From an optimization exercise on the open Yosys and OpenROAD flow, aimed at small area; shortcuts taken in it are not production practice.
Function was checked by simulation only, so behaviour that the tests miss may differ from the original.
Power is estimated from default activity; no workload was simulated.

==> job 6694: inputs <==
==> flow/design.v <==
module tsld_raster #(
    parameter W          = 32,
    parameter H          = 16,
    parameter FONT_COUNT = 95
) (
    input             clk,
    input             rst,
    input             cmd_valid,
    output            cmd_ready,
    input      [31:0] cmd_w0,
    input      [31:0] cmd_w1,
    input      [31:0] cmd_w2,
    input      [31:0] cmd_w3,
    output            pix_we,
    output      [4:0] pix_x,
    output      [3:0] pix_y,
    output     [23:0] pix_color,
    output            busy,
    output reg        halted,
    output      [3:0] fault_cause,
    output      [7:0] fault_op
);
    reg [47:0] font [0:FONT_COUNT-1];
    initial $readmemh("tsld_font.hex", font);
    localparam S_IDLE = 6'd0;
    localparam S_HALT = 6'd1;
    localparam S_PXY  = 6'd2;    
    localparam S_PIX  = 6'd3;    
    localparam S_D0   = 6'd4;    
    localparam S_D1   = 6'd5;    
    localparam S_L2   = 6'd6;    
    localparam S_L3   = 6'd7;    
    localparam S_L4   = 6'd8;    
    localparam S_L5   = 6'd9;    
    localparam S_LA   = 6'd10;   
    localparam S_LB   = 6'd11;   
    localparam S_LC   = 6'd12;   
    localparam S_LD   = 6'd13;   
    localparam S_G0   = 6'd14;   
    localparam S_RF   = 6'd15;   
    localparam S_O1   = 6'd16;   
    localparam S_O2   = 6'd17;   
    localparam S_O3   = 6'd18;   
    localparam S_O4   = 6'd19;   
    localparam S_C0   = 6'd20;   
    localparam S_C1   = 6'd21;   
    localparam S_CK   = 6'd22;   
    localparam S_SX   = 6'd23;   
    localparam S_SY   = 6'd24;   
    localparam S_SW   = 6'd25;   
    localparam S_SI   = 6'd26;   
    localparam S_PX   = 6'd27;   
    localparam S_PY   = 6'd28;   
    localparam S_PP   = 6'd29;   
    localparam S_U1   = 6'd30;   
    localparam S_U2   = 6'd31;   
    localparam S_U3   = 6'd32;   
    localparam S_U4   = 6'd33;   
    localparam OP_NOP   = 8'h00;
    localparam OP_PIXEL = 8'h01;
    localparam OP_LINE  = 8'h02;
    localparam OP_RECT  = 8'h03;
    localparam OP_RECTF = 8'h04;
    localparam OP_CIRC  = 8'h05;
    localparam OP_CIRCF = 8'h06;
    localparam OP_FILL  = 8'h07;
    localparam OP_GLYPH = 8'h08;
    reg  [5:0] state;
    reg  [23:0] col_o, col_f;
    reg  signed [16:0] A, B;
    reg  signed [15:0] C, D;
    reg  signed [17:0] E;        
    reg  signed [16:0] X, Y;     
    reg        sx, sy;         
    reg        steep;
    reg        is_rf;          
    reg        is_gl;          
    reg        is_cf;          
    reg        is_ln;          
    reg        done_f;
    reg  [2:0] k;              
    assign fault_op    = E[7:0];
    assign fault_cause = {2'b00, E[9:8]};
    wire  [7:0] op = cmd_w0[31:24];
    wire        op_legal = (op <= OP_GLYPH);
    reg         rsv_bad;
    always @(*) begin
        case (op)
            OP_NOP:   rsv_bad = (cmd_w0[23:0] != 24'd0);
            OP_RECTF: rsv_bad = (cmd_w3[31:24] != 8'd0);
            OP_CIRC:  rsv_bad = (cmd_w2[31:16] != 16'd0);
            OP_CIRCF: rsv_bad = (cmd_w2[31:16] != 16'd0) || (cmd_w3[31:24] != 8'd0);
            OP_GLYPH: rsv_bad = (cmd_w2[31:8] != 24'd0);
            default:  rsv_bad = 1'b0;
        endcase
    end
    wire gl_bad = (cmd_w2[7:0] < 8'd32) || (cmd_w2[7:0] > 8'd126);
    wire [1:0] f_cause = !op_legal ? 2'd1 : rsv_bad ? 2'd2 : 2'd3;
    wire       fault   = !op_legal || rsv_bad || (op == OP_GLYPH && gl_bad);
    assign cmd_ready = (state == S_IDLE) || (state == S_HALT);
    assign busy      = !cmd_ready;
    wire x_at_c = (X == {C[15], C});
    wire y_at_d = (Y == {D[15], D});
    wire [2:0] g_cx = X[2:0] - A[2:0];
    wire [2:0] g_cy = Y[2:0] - B[2:0];
    wire [6:0] g_idx = D[6:0] - 7'd32;
    wire [47:0] g_word = font[g_idx];
    wire g_bit = g_word[{g_cx, g_cy}];
    wire row_end = is_gl ? (g_cx == 3'd5) : x_at_c;
    wire col_end = is_gl ? (g_cy == 3'd7) : y_at_d;
    reg  [2:0] psel;      
    reg  [2:0] qsel;      
    reg        qinv, cin;
    reg  signed [17:0] P, Q;
    always @(*) begin
        case (psel)
            3'd1: P = {A[16], A};
            3'd2: P = {B[16], B};
            3'd3: P = {{2{C[15]}}, C};
            3'd4: P = {{2{D[15]}}, D};
            3'd5: P = E;
            3'd6: P = {X[16], X};
            3'd7: P = {Y[16], Y};
            default: P = 18'sd0;
        endcase
        case (qsel)
            3'd1: Q = {A[16], A};
            3'd2: Q = {B[16], B};
            3'd3: Q = {{2{C[15]}}, C};
            3'd4: Q = {{2{D[15]}}, D};
            3'd5: Q = {C[15], C, 1'b1};
            3'd6: Q = {D[15], D, 1'b0};
            default: Q = 18'sd0;
        endcase
    end
    wire signed [17:0] S = P + (Q ^ {18{qinv}}) + {17'd0, cin};
    wire               Sneg = S[17];
    wire maj_neg = steep ? sy : sx;
    wire min_neg = steep ? sx : sy;
    always @(*) begin
        psel = 3'd0; qsel = 3'd0; qinv = 1'b0; cin = 1'b0;
        case (state)
            S_D0: begin psel = 3'd1; qsel = 3'd3; qinv = 1'b1; cin = 1'b1; end    
            S_D1: begin psel = 3'd2; qsel = 3'd4; qinv = 1'b1; cin = 1'b1; end    
            S_L2: begin psel = sx ? 3'd1 : 3'd3; qsel = sx ? 3'd3 : 3'd1;
                        qinv = 1'b1; cin = 1'b1; end                              
            S_L3: begin psel = sy ? 3'd2 : 3'd4; qsel = sy ? 3'd4 : 3'd2;
                        qinv = 1'b1; cin = 1'b1; end                              
            S_L4: begin psel = 3'd1; qsel = 3'd2; qinv = 1'b1; cin = 1'b1; end    
            S_L5: begin psel = steep ? 3'd2 : 3'd1; qinv = maj_neg; end           
            S_LA: begin psel = 3'd5; qsel = steep ? 3'd1 : 3'd2; qinv = 1'b1; cin = 1'b1; end
            S_LB: begin psel = steep ? 3'd7 : 3'd6; qinv = maj_neg; cin = !maj_neg; end
            S_LC: begin psel = 3'd5; qsel = steep ? 3'd2 : 3'd1; end
            S_LD: begin psel = steep ? 3'd6 : 3'd7; qinv = min_neg; cin = !min_neg; end
            S_RF: begin
                if (row_end) begin psel = 3'd7; qinv = sy; cin = !sy; end
                else         begin psel = 3'd6; qinv = sx; cin = !sx; end
            end
            S_O1, S_O4: begin psel = 3'd6; qinv = sx; cin = !sx; end
            S_O2, S_O3: begin psel = 3'd7; qinv = sy; cin = !sy; end
            S_C0: begin qsel = 3'd4; qinv = 1'b1; cin = 1'b1; end                 
            S_C1: begin psel = 3'd5; cin = 1'b1; end                              
            S_CK: begin psel = 3'd4; qsel = 3'd3; qinv = 1'b1; cin = 1'b1; end    
            S_SX: begin psel = 3'd1; qsel = k[1] ? 3'd3 : 3'd4; qinv = 1'b1; cin = 1'b1; end
            S_SY: begin psel = 3'd2; qsel = k[1] ? 3'd4 : 3'd3; qinv = k[0]; cin = k[0]; end
            S_SW: begin psel = 3'd1; qsel = k[1] ? 3'd3 : 3'd4; end               
            S_SI: begin psel = 3'd6; cin = 1'b1; end                              
            S_PX: begin psel = 3'd1; qsel = k[0] ? 3'd3 : 3'd4;
                        qinv = k[2] ^ k[1]; cin = k[2] ^ k[1]; end
            S_PY: begin psel = 3'd2; qsel = k[0] ? 3'd4 : 3'd3;
                        qinv = k[2]; cin = k[2]; end
            S_U1: begin psel = 3'd3; cin = 1'b1; end                              
            S_U2: begin psel = 3'd4; qinv = 1'b1; end                             
            S_U3: begin psel = 3'd5; qsel = 3'd5; cin = !done_f; end              
            S_U4: begin psel = 3'd5; qsel = 3'd6; qinv = 1'b1; cin = 1'b1; end    
            default: ;
        endcase
    end
    reg plot_en;
    reg use_f;
    always @(*) begin
        plot_en = 1'b0;
        use_f   = 1'b0;
        case (state)
            S_PIX, S_LA, S_O1, S_O2, S_O3, S_O4, S_PP: plot_en = 1'b1;
            S_RF: begin plot_en = is_gl ? g_bit : 1'b1; use_f = is_rf; end
            S_SW: begin plot_en = 1'b1; use_f = 1'b1; end
            default: ;
        endcase
    end
    wire in_bounds = (X[16:5] == 12'd0) && (Y[16:4] == 13'd0);
    assign pix_we    = plot_en && in_bounds;
    assign pix_x     = X[4:0];
    assign pix_y     = Y[3:0];
    assign pix_color = use_f ? col_f : col_o;
    always @(posedge clk) begin
        if (rst) begin
            state  <= S_IDLE;
            halted <= 1'b0;
        end else begin
            case (state)
                S_IDLE: if (cmd_valid) begin
                    col_o  <= cmd_w0[23:0];
                    col_f  <= cmd_w3[23:0];
                    A      <= (op == OP_FILL) ? 17'sd0 : {cmd_w1[31], cmd_w1[31:16]};
                    B      <= (op == OP_FILL) ? 17'sd0 : {cmd_w1[15], cmd_w1[15:0]};
                    C      <= (op == OP_FILL) ? 16'sd31 : cmd_w2[31:16];
                    D      <= (op == OP_FILL) ? 16'sd15 : cmd_w2[15:0];
                    E      <= {8'd0, f_cause, op};
                    is_rf  <= (op == OP_RECTF);
                    is_gl  <= (op == OP_GLYPH);
                    is_cf  <= (op == OP_CIRCF);
                    is_ln  <= (op == OP_LINE);
                    sx     <= 1'b0;
                    sy     <= 1'b0;
                    done_f <= 1'b0;
                    if (fault) begin
                        halted <= 1'b1;
                        state  <= S_HALT;
                    end else begin
                        case (op)
                            OP_PIXEL: state <= S_PXY;
                            OP_LINE, OP_RECT, OP_RECTF: state <= S_D0;
                            OP_CIRC, OP_CIRCF: state <= S_C0;
                            OP_FILL, OP_GLYPH: state <= S_G0;
                            default: state <= S_IDLE;
                        endcase
                    end
                end
                S_HALT: ;
                S_PXY: begin X <= A; Y <= B; state <= S_PIX; end
                S_PIX: state <= S_IDLE;
                S_D0: begin
                    sx <= !Sneg;
                    X  <= A;
                    Y  <= B;
                    state <= S_D1;
                end
                S_D1: begin
                    sy <= !Sneg;
                    state <= is_rf ? S_RF : (is_ln ? S_L2 : S_O1);
                end
                S_L2: begin A <= S[16:0]; state <= S_L3; end
                S_L3: begin B <= S[16:0]; state <= S_L4; end
                S_L4: begin steep <= Sneg; state <= S_L5; end
                S_L5: begin E <= S >>> 1; state <= S_LA; end
                S_LA: begin
                    if (x_at_c && y_at_d) begin
                        state <= S_IDLE;
                    end else begin
                        E <= S;
                        state <= S_LB;
                    end
                end
                S_LB: begin
                    if (steep) Y <= S[16:0]; else X <= S[16:0];
                    state <= E[17] ? S_LC : S_LA;
                end
                S_LC: begin E <= S; state <= S_LD; end
                S_LD: begin
                    if (steep) X <= S[16:0]; else Y <= S[16:0];
                    state <= S_LA;
                end
                S_G0: begin X <= A; Y <= B; state <= S_RF; end
                S_RF: begin
                    if (row_end) begin
                        X <= A;
                        if (col_end) begin
                            Y <= B;
                            state <= is_rf ? S_O1 : S_IDLE;
                        end else begin
                            Y <= S[16:0];
                        end
                    end else begin
                        X <= S[16:0];
                    end
                end
                S_O1: if (x_at_c) state <= S_O2; else X <= S[16:0];
                S_O2: if (y_at_d) begin X <= A; Y <= B; state <= S_O3; end else Y <= S[16:0];
                S_O3: if (y_at_d) state <= S_O4; else Y <= S[16:0];
                S_O4: if (x_at_c) state <= S_IDLE; else X <= S[16:0];
                S_C0: begin E <= S; state <= S_C1; end
                S_C1: begin E <= S; state <= S_CK; end
                S_CK: begin
                    k <= 3'd0;
                    if (Sneg) state <= S_IDLE;
                    else      state <= is_cf ? S_SX : S_PX;
                end
                S_SX: begin X <= S[16:0]; state <= S_SY; end
                S_SY: begin Y <= S[16:0]; state <= S_SW; end
                S_SW: begin
                    if (X == S[16:0]) begin
                        k <= k + 3'd1;
                        if (k[1:0] == 2'd3) begin
                            done_f <= 1'b1;
                            k      <= 3'd0;
                            state  <= S_PX;
                        end else if (k[1:0] == 2'd1 && done_f) begin
                            k      <= 3'd0;
                            state  <= S_PX;
                        end else begin
                            state  <= S_SX;
                        end
                    end else begin
                        state <= S_SI;
                    end
                end
                S_SI: begin X <= S[16:0]; state <= S_SW; end
                S_PX: begin X <= S[16:0]; state <= S_PY; end
                S_PY: begin Y <= S[16:0]; state <= S_PP; end
                S_PP: begin
                    k <= k + 3'd1;
                    state <= (k == 3'd7) ? S_U1 : S_PX;
                end
                S_U1: begin C <= S[15:0]; done_f <= 1'b1; state <= S_U2; end
                S_U2: begin
                    if (!E[17]) begin D <= S[15:0]; done_f <= 1'b0; end
                    state <= S_U3;
                end
                S_U3: begin E <= S; state <= done_f ? S_CK : S_U4; end
                S_U4: begin E <= S; state <= S_CK; end
                default: state <= S_IDLE;
            endcase
        end
    end
endmodule
==> flow/tsld_font.hex <==
000000000000
0000005f0000
00d3d102bb6a
00ee5eda4ccd
00296f904531
00426edf1f5f
008d9c2ca08f
00bbf5bc5a2f
0069bcfa8717
0034252a8195
0057d63013b8
000656750652
00beb0fa82f7
00a9f001006a
002d94c529de
001b6aa71949
00bc2e93aee2
009886f53b60
00ce54d3e9b5
007fdf1e3b0a
008ec1cdbc37
006f96412fab
000a21f5ea84
00ddfb4d2afa
003af72602d5
006228578a59
00b60f0c0352
00ccfe631471
00c502c92deb
0083ad375eb6
000f9f7b1fc2
00c5537da003
00f3ec6bf79c
007e1111117e
00a9c45d338c
0014268e1eb2
0055f7e42a7e
00492929343b
00b285178926
007ea8002500
00ef9bd52fe2
00814318d9cc
00c0ca1067c0
003e2e6a75f4
005f062fe0eb
002d2d652d54
00e484d2ae92
00b18369f53f
00a4111e536a
009fa031be75
008722bf3392
004a91543be4
00c5b1828920
00420fcce4ab
00cc5d0b6dc6
00a11b928984
00e15f2711c2
00bf4609a2b5
004e665eaf71
00bc4f439c72
0072430c7a7e
00eb22583807
00cda0f8ad00
009a1c0715ef
007d65dc30df
00e63559452e
0063d850b94c
00c85e4d9d13
0029306b0add
003b4ed12414
002603336c55
00ca0883f31d
00dd516457ff
00267c193d0a
008891423494
0048bdfa285b
001817dfdb09
00a8818c3587
000386fb68f6
0088962685c7
00e6c8c39653
0006706a7529
0063de07a95f
00a88ad0ac5a
007078510498
00cc6350510b
009f9061204c
00f37c1c910e
00082c9d181e
0037d54f0df0
00787f751886
0038e7386c0f
006229c8be54
00feff3d8b96
002eec78fdaf
==> flow/run.sh <==
#!/bin/bash
# synth_recipe.tcl (not shown) runs the flow's synth.tcl, then flattens the netlist and writes it again
# the make line also repeats each setting of config.mk as NAME=value (left out here)
make -C /OpenROAD-flow-scripts/flow DESIGN_CONFIG=/design/flow/config.mk WORK_HOME=/design/flow/orfs CLKGATE_MAP_FILE= SYNTH_SCRIPT=/design/flow/synth_recipe.tcl finish
==> flow/config.mk <==
export PLATFORM = sky130hd
export DESIGN_NAME = tsld_raster
export DESIGN_NICKNAME = tsld_raster
export VERILOG_FILES = /design/flow/design.v
export SDC_FILE = /design/flow/constraint.sdc
export NUM_CORES = 4
export LEC_CHECK = 0
export ABC_AREA = 1
export ABC_CLOCK_PERIOD_IN_PS = 12000
export CAP_MARGIN = 20
export CORE_MARGIN = 2
export CORE_UTILIZATION = 30
export PLACE_DENSITY = 0.5
export SETUP_SLACK_MARGIN = 0.3
export SLEW_MARGIN = 20
==> flow/constraint.sdc <==
create_clock -name core_clock -period 16.0 [get_ports {clk}]
set_input_delay 3.2000 -clock core_clock [delete_from_list [all_inputs] [get_ports {clk}]]
set_output_delay 3.2000 -clock core_clock [all_outputs]
set_load 0.01 [all_outputs]
==> inputs of job 506, as changes to job 6694 <==
==> flow/design.v, changed modules only <==
module tsld_raster #(
    parameter W          = 32,
    parameter H          = 16,
    parameter FONT_COUNT = 95
) (
    input             clk,
    input             rst,
    input             cmd_valid,
    output            cmd_ready,
    input      [31:0] cmd_w0,
    input      [31:0] cmd_w1,
    input      [31:0] cmd_w2,
    input      [31:0] cmd_w3,
    output            pix_we,
    output      [4:0] pix_x,
    output      [3:0] pix_y,
    output     [23:0] pix_color,
    output            busy,
    output reg        halted,
    output      [3:0] fault_cause,
    output reg  [7:0] fault_op
);
    reg [47:0] font [0:FONT_COUNT-1];
    initial $readmemh("tsld_font.hex", font);
    localparam S_IDLE = 5'd0;
    localparam S_HALT = 5'd1;
    localparam S_PXY  = 5'd2;    
    localparam S_PIX  = 5'd3;    
    localparam S_D0   = 5'd4;    
    localparam S_D1   = 5'd5;    
    localparam S_L2   = 5'd6;    
    localparam S_L3   = 5'd7;    
    localparam S_L4   = 5'd8;    
    localparam S_L5   = 5'd9;    
    localparam S_LA   = 5'd10;   
    localparam S_LB   = 5'd11;   
    localparam S_G0   = 5'd12;   
    localparam S_RF   = 5'd13;   
    localparam S_O1   = 5'd14;   
    localparam S_O2   = 5'd15;   
    localparam S_O3   = 5'd16;   
    localparam S_O4   = 5'd17;   
    localparam S_C0   = 5'd18;   
    localparam S_C1   = 5'd19;   
    localparam S_CK   = 5'd20;   
    localparam S_SX   = 5'd21;   
    localparam S_SY   = 5'd22;   
    localparam S_SW   = 5'd23;   
    localparam S_PX   = 5'd24;   
    localparam S_PY   = 5'd25;   
    localparam S_PP   = 5'd26;   
    localparam S_U1   = 5'd27;   
    localparam S_U2   = 5'd28;   
    localparam S_U3   = 5'd29;   
    localparam S_U4   = 5'd30;   
    localparam OP_NOP   = 8'h00;
    localparam OP_PIXEL = 8'h01;
    localparam OP_LINE  = 8'h02;
    localparam OP_RECT  = 8'h03;
    localparam OP_RECTF = 8'h04;
    localparam OP_CIRC  = 8'h05;
    localparam OP_CIRCF = 8'h06;
    localparam OP_FILL  = 8'h07;
    localparam OP_GLYPH = 8'h08;
    reg  [4:0] state;
    reg  [1:0] cause;
    assign fault_cause = {2'b00, cause};
    reg  [23:0] col_o, col_f;
    reg  signed [16:0] A, B;
    reg  signed [15:0] C, D;
    reg  signed [17:0] E;
    reg  signed [16:0] X, Y;
    reg        sx, sy;         
    reg        steep;
    reg        is_rf;          
    reg        is_gl;          
    reg        is_cf;          
    reg        is_ln;          
    reg        done_f;
    reg  [2:0] k;              
    wire  [7:0] op = cmd_w0[31:24];
    wire        op_legal = (op <= OP_GLYPH);
    reg         rsv_bad;
    always @(*) begin
        case (op)
            OP_NOP:   rsv_bad = (cmd_w0[23:0] != 24'd0);
            OP_RECTF: rsv_bad = (cmd_w3[31:24] != 8'd0);
            OP_CIRC:  rsv_bad = (cmd_w2[31:16] != 16'd0);
            OP_CIRCF: rsv_bad = (cmd_w2[31:16] != 16'd0) || (cmd_w3[31:24] != 8'd0);
            OP_GLYPH: rsv_bad = (cmd_w2[31:8] != 24'd0);
            default:  rsv_bad = 1'b0;
        endcase
    end
    wire gl_bad = (cmd_w2[7:0] < 8'd32) || (cmd_w2[7:0] > 8'd126);
    assign cmd_ready = (state == S_IDLE) || (state == S_HALT);
    assign busy      = !cmd_ready;
    wire   accept    = cmd_valid && (state == S_IDLE);
    reg  [2:0] psel;      
    reg  [2:0] qsel;      
    reg        qinv, cin;
    reg  signed [17:0] P, Q;
    always @(*) begin
        case (psel)
            3'd1: P = {A[16], A};
            3'd2: P = {B[16], B};
            3'd3: P = {{2{C[15]}}, C};
            3'd4: P = {{2{D[15]}}, D};
            3'd5: P = E;
            default: P = 18'sd0;
        endcase
        case (qsel)
            3'd1: Q = {A[16], A};
            3'd2: Q = {B[16], B};
            3'd3: Q = {{2{C[15]}}, C};
            3'd4: Q = {{2{D[15]}}, D};
            3'd5: Q = {C[15], C, 1'b1};
            3'd6: Q = {D[15], D, 1'b0};
            default: Q = 18'sd0;
        endcase
    end
    wire signed [17:0] S = P + (Q ^ {18{qinv}}) + {17'd0, cin};
    wire               Sneg = S[17];
    wire maj_neg = steep ? sy : sx;
    always @(*) begin
        psel = 3'd0; qsel = 3'd0; qinv = 1'b0; cin = 1'b0;
        case (state)
            S_D0: begin psel = 3'd1; qsel = 3'd3; qinv = 1'b1; cin = 1'b1; end    
            S_D1: begin psel = 3'd2; qsel = 3'd4; qinv = 1'b1; cin = 1'b1; end    
            S_L2: begin psel = sx ? 3'd1 : 3'd3; qsel = sx ? 3'd3 : 3'd1;
                        qinv = 1'b1; cin = 1'b1; end                              
            S_L3: begin psel = sy ? 3'd2 : 3'd4; qsel = sy ? 3'd4 : 3'd2;
                        qinv = 1'b1; cin = 1'b1; end                              
            S_L4: begin psel = 3'd1; qsel = 3'd2; qinv = 1'b1; cin = 1'b1; end    
            S_L5: begin psel = steep ? 3'd2 : 3'd1; qinv = maj_neg; end           
            S_LA: begin psel = 3'd5; qsel = steep ? 3'd1 : 3'd2; qinv = 1'b1; cin = 1'b1; end
            S_LB: begin psel = 3'd5; qsel = steep ? 3'd2 : 3'd1; end
            S_C0: begin qsel = 3'd4; qinv = 1'b1; cin = 1'b1; end                 
            S_C1: begin psel = 3'd5; cin = 1'b1; end                              
            S_CK: begin psel = 3'd4; qsel = 3'd3; qinv = 1'b1; cin = 1'b1; end    
            S_SX: begin psel = 3'd1; qsel = k[1] ? 3'd3 : 3'd4; qinv = 1'b1; cin = 1'b1; end
            S_SY: begin psel = 3'd2; qsel = k[1] ? 3'd4 : 3'd3; qinv = k[0]; cin = k[0]; end
            S_SW: begin psel = 3'd1; qsel = k[1] ? 3'd3 : 3'd4; end               
            S_PX: begin psel = 3'd1; qsel = k[0] ? 3'd3 : 3'd4;
                        qinv = k[2] ^ k[1]; cin = k[2] ^ k[1]; end
            S_PY: begin psel = 3'd2; qsel = k[0] ? 3'd4 : 3'd3;
                        qinv = k[2]; cin = k[2]; end
            S_U1: begin psel = 3'd3; cin = 1'b1; end                              
            S_U2: begin psel = 3'd4; qinv = 1'b1; end                             
            S_U3: begin psel = 3'd5; qsel = 3'd5; cin = !done_f; end              
            S_U4: begin psel = 3'd5; qsel = 3'd6; qinv = 1'b1; cin = 1'b1; end    
            default: ;
        endcase
    end
    wire signed [16:0] X_step = sx ? X - 17'sd1 : X + 17'sd1;
    wire signed [16:0] Y_step = sy ? Y - 17'sd1 : Y + 17'sd1;
    wire x_at_c = (X == {C[15], C});
    wire y_at_d = (Y == {D[15], D});
    wire [2:0] g_cx = X[2:0] - A[2:0];
    wire [2:0] g_cy = Y[2:0] - B[2:0];
    wire [6:0] g_idx = D[6:0] - 7'd32;
    wire [47:0] g_word = font[g_idx];
    wire g_bit = g_word[{g_cx, g_cy}];
    wire row_end = is_gl ? (g_cx == 3'd5) : x_at_c;
    wire col_end = is_gl ? (g_cy == 3'd7) : y_at_d;
    reg plot_en;
    reg use_f;
    always @(*) begin
        plot_en = 1'b0;
        use_f   = 1'b0;
        case (state)
            S_PIX, S_LA, S_O1, S_O2, S_O3, S_O4, S_PP: plot_en = 1'b1;
            S_RF: begin plot_en = is_gl ? g_bit : 1'b1; use_f = is_rf; end
            S_SW: begin plot_en = 1'b1; use_f = 1'b1; end
            default: ;
        endcase
    end
    wire in_bounds = (X[16:5] == 12'd0) && (Y[16:4] == 13'd0);
    assign pix_we    = plot_en && in_bounds;
    assign pix_x     = X[4:0];
    assign pix_y     = Y[3:0];
    assign pix_color = use_f ? col_f : col_o;
    always @(posedge clk) begin
        if (rst) begin
            state  <= S_IDLE;
            halted <= 1'b0;
        end else begin
            case (state)
                S_IDLE: if (cmd_valid) begin
                    col_o  <= cmd_w0[23:0];
                    col_f  <= cmd_w3[23:0];
                    A      <= (op == OP_FILL) ? 17'sd0 : {cmd_w1[31], cmd_w1[31:16]};
                    B      <= (op == OP_FILL) ? 17'sd0 : {cmd_w1[15], cmd_w1[15:0]};
                    C      <= (op == OP_FILL) ? 16'sd31 : cmd_w2[31:16];
                    D      <= (op == OP_FILL) ? 16'sd15 : cmd_w2[15:0];
                    is_rf  <= (op == OP_RECTF);
                    is_gl  <= (op == OP_GLYPH);
                    is_cf  <= (op == OP_CIRCF);
                    is_ln  <= (op == OP_LINE);
                    sx     <= 1'b0;
                    sy     <= 1'b0;
                    done_f <= 1'b0;
                    k      <= 3'd0;
                    if (!op_legal) begin
                        halted      <= 1'b1;
                        cause <= 2'd1;
                        fault_op    <= op;
                        state       <= S_HALT;
                    end else if (rsv_bad) begin
                        halted      <= 1'b1;
                        cause <= 2'd2;
                        fault_op    <= op;
                        state       <= S_HALT;
                    end else if (op == OP_GLYPH && gl_bad) begin
                        halted      <= 1'b1;
                        cause <= 2'd3;
                        fault_op    <= op;
                        state       <= S_HALT;
                    end else begin
                        case (op)
                            OP_PIXEL: state <= S_PXY;
                            OP_LINE, OP_RECT, OP_RECTF: state <= S_D0;
                            OP_CIRC, OP_CIRCF: state <= S_C0;
                            OP_FILL, OP_GLYPH: state <= S_G0;
                            default: state <= S_IDLE;
                        endcase
                    end
                end
                S_HALT: ;
                S_PXY: begin X <= A; Y <= B; state <= S_PIX; end
                S_PIX: state <= S_IDLE;
                S_D0: begin
                    sx <= !Sneg;
                    X  <= A;
                    Y  <= B;
                    state <= S_D1;
                end
                S_D1: begin
                    sy <= !Sneg;
                    state <= is_rf ? S_RF : (is_ln ? S_L2 : S_O1);
                end
                S_L2: begin A <= S[16:0]; state <= S_L3; end
                S_L3: begin B <= S[16:0]; state <= S_L4; end
                S_L4: begin steep <= Sneg; state <= S_L5; end
                S_L5: begin E <= S >>> 1; state <= S_LA; end
                S_LA: begin
                    if (x_at_c && y_at_d) begin
                        state <= S_IDLE;
                    end else begin
                        if (steep) Y <= Y_step; else X <= X_step;
                        E <= S;
                        state <= S_LB;
                    end
                end
                S_LB: begin
                    if (E[17]) begin
                        if (steep) X <= X_step; else Y <= Y_step;
                        E <= S;
                    end
                    state <= S_LA;
                end
                S_G0: begin X <= A; Y <= B; state <= S_RF; end
                S_RF: begin
                    if (row_end) begin
                        X <= A;
                        if (col_end) begin
                            Y <= B;
                            state <= (is_rf && col_o != col_f) ? S_O1 : S_IDLE;
                        end else begin
                            Y <= Y_step;
                        end
                    end else begin
                        X <= X_step;
                    end
                end
                S_O1: if (x_at_c) state <= S_O2; else X <= X_step;
                S_O2: if (y_at_d) begin X <= A; Y <= B; state <= S_O3; end else Y <= Y_step;
                S_O3: if (y_at_d) state <= S_O4; else Y <= Y_step;
                S_O4: if (x_at_c) state <= S_IDLE; else X <= X_step;
                S_C0: begin E <= S; state <= S_C1; end
                S_C1: begin E <= S; state <= S_CK; end
                S_CK: begin
                    k <= 3'd0;
                    if (Sneg) state <= S_IDLE;
                    else      state <= is_cf ? S_SX : S_PX;
                end
                S_SX: begin X <= S[16:0]; state <= S_SY; end
                S_SY: begin Y <= S[16:0]; state <= S_SW; end
                S_SW: begin
                    if (X == S[16:0]) begin
                        k <= k + 3'd1;
                        if (k[1:0] == 2'd3) begin
                            done_f <= 1'b1;
                            k      <= 3'd0;
                            state  <= S_PX;
                        end else if (k[1:0] == 2'd1 && done_f) begin
                            k      <= 3'd0;
                            state  <= S_PX;
                        end else begin
                            state  <= S_SX;
                        end
                    end else begin
                        X <= X + 17'sd1;
                    end
                end
                S_PX: begin X <= S[16:0]; state <= S_PY; end
                S_PY: begin Y <= S[16:0]; state <= S_PP; end
                S_PP: begin
                    k <= k + 3'd1;
                    state <= (k == 3'd7) ? S_U1 : S_PX;
                end
                S_U1: begin C <= S[15:0]; done_f <= 1'b1; state <= S_U2; end
                S_U2: begin
                    if (!E[17]) begin D <= S[15:0]; done_f <= 1'b0; end
                    state <= S_U3;
                end
                S_U3: begin E <= S; state <= done_f ? S_CK : S_U4; end
                S_U4: begin E <= S; state <= S_CK; end
                default: state <= S_IDLE;
            endcase
        end
    end
endmodule
--- a/flow/config.mk
+++ b/flow/config.mk
@@ -6,5 +6,4 @@
 export NUM_CORES = 4
 export LEC_CHECK = 0
-export ABC_AREA = 1
 export ABC_CLOCK_PERIOD_IN_PS = 12000
 export CAP_MARGIN = 20
==> results.txt <==
Status: job 6694 finished clean; job 506 finished clean
Avg Cell Area, Syn: job 6694 7.070 sq um; job 506 8.106 sq um
NetSw: job 6694 0.0009727 W; job 506 0.002123 W
Met3 WL: job 6694 11490 um; job 506 11540 um
Rows: job 6694 88; job 506 94
Fraction of the mapped netlist area in adder cells: job 6694 4.766%; job 506 5.301%
Starting DRC count in detailed routing: job 6694 2540; job 506 3488
Internal power contribution: job 6694 0.001039 W; job 506 0.001855 W
Launching point of the worst reg2reg path: job 6694 state[1]$_SDFFE_PP0P_; job 506 state[4]$_SDFFE_PP0P_
Finished Layout Cells: job 6694 3358; job 506 3372
Share of the synthesized area in compound gates (AO/OA/AOI/OAI): job 6694 22.30%; job 506 29.70%
Min-Delay Path Depth: job 6694 2; job 506 1
Fillcell total: job 6694 6262; job 506 6957
Largest net degree at the start of global routing: job 6694 106; job 506 95
Leakage dissipation: job 6694 8.630 nW; job 506 7.893 nW

what the ideal ports hide:
How much do the figures lean on ideal ports? The routed layouts below were timed once more, with nothing changed but the port constraints.
Step 1 sets driving cells, clkbuf_16 on the clock port and buf_2 on the other inputs (assumed; they add their load-dependent delay and slew).
Step 2 times the ports against the registers' clock, not the clock port: input delays grow and output delays shrink by t, the midpoint of the rising clock arrivals with the driver on.
Three values: ideal ports, drivers, drivers and shift; two values: the first two.
run | t, ns | slack for setup (ns) | worst setup path after step 2 | worst data-port slew with drivers (ns)
job 6694 | 0.513 | 6.548 / 6.493 / 7.006 | register to output | 0.08
job 506 | 0.560 | 6.489 / 6.423 / 6.983 | register to output | 0.06
After both steps every run listed still meets setup and hold.
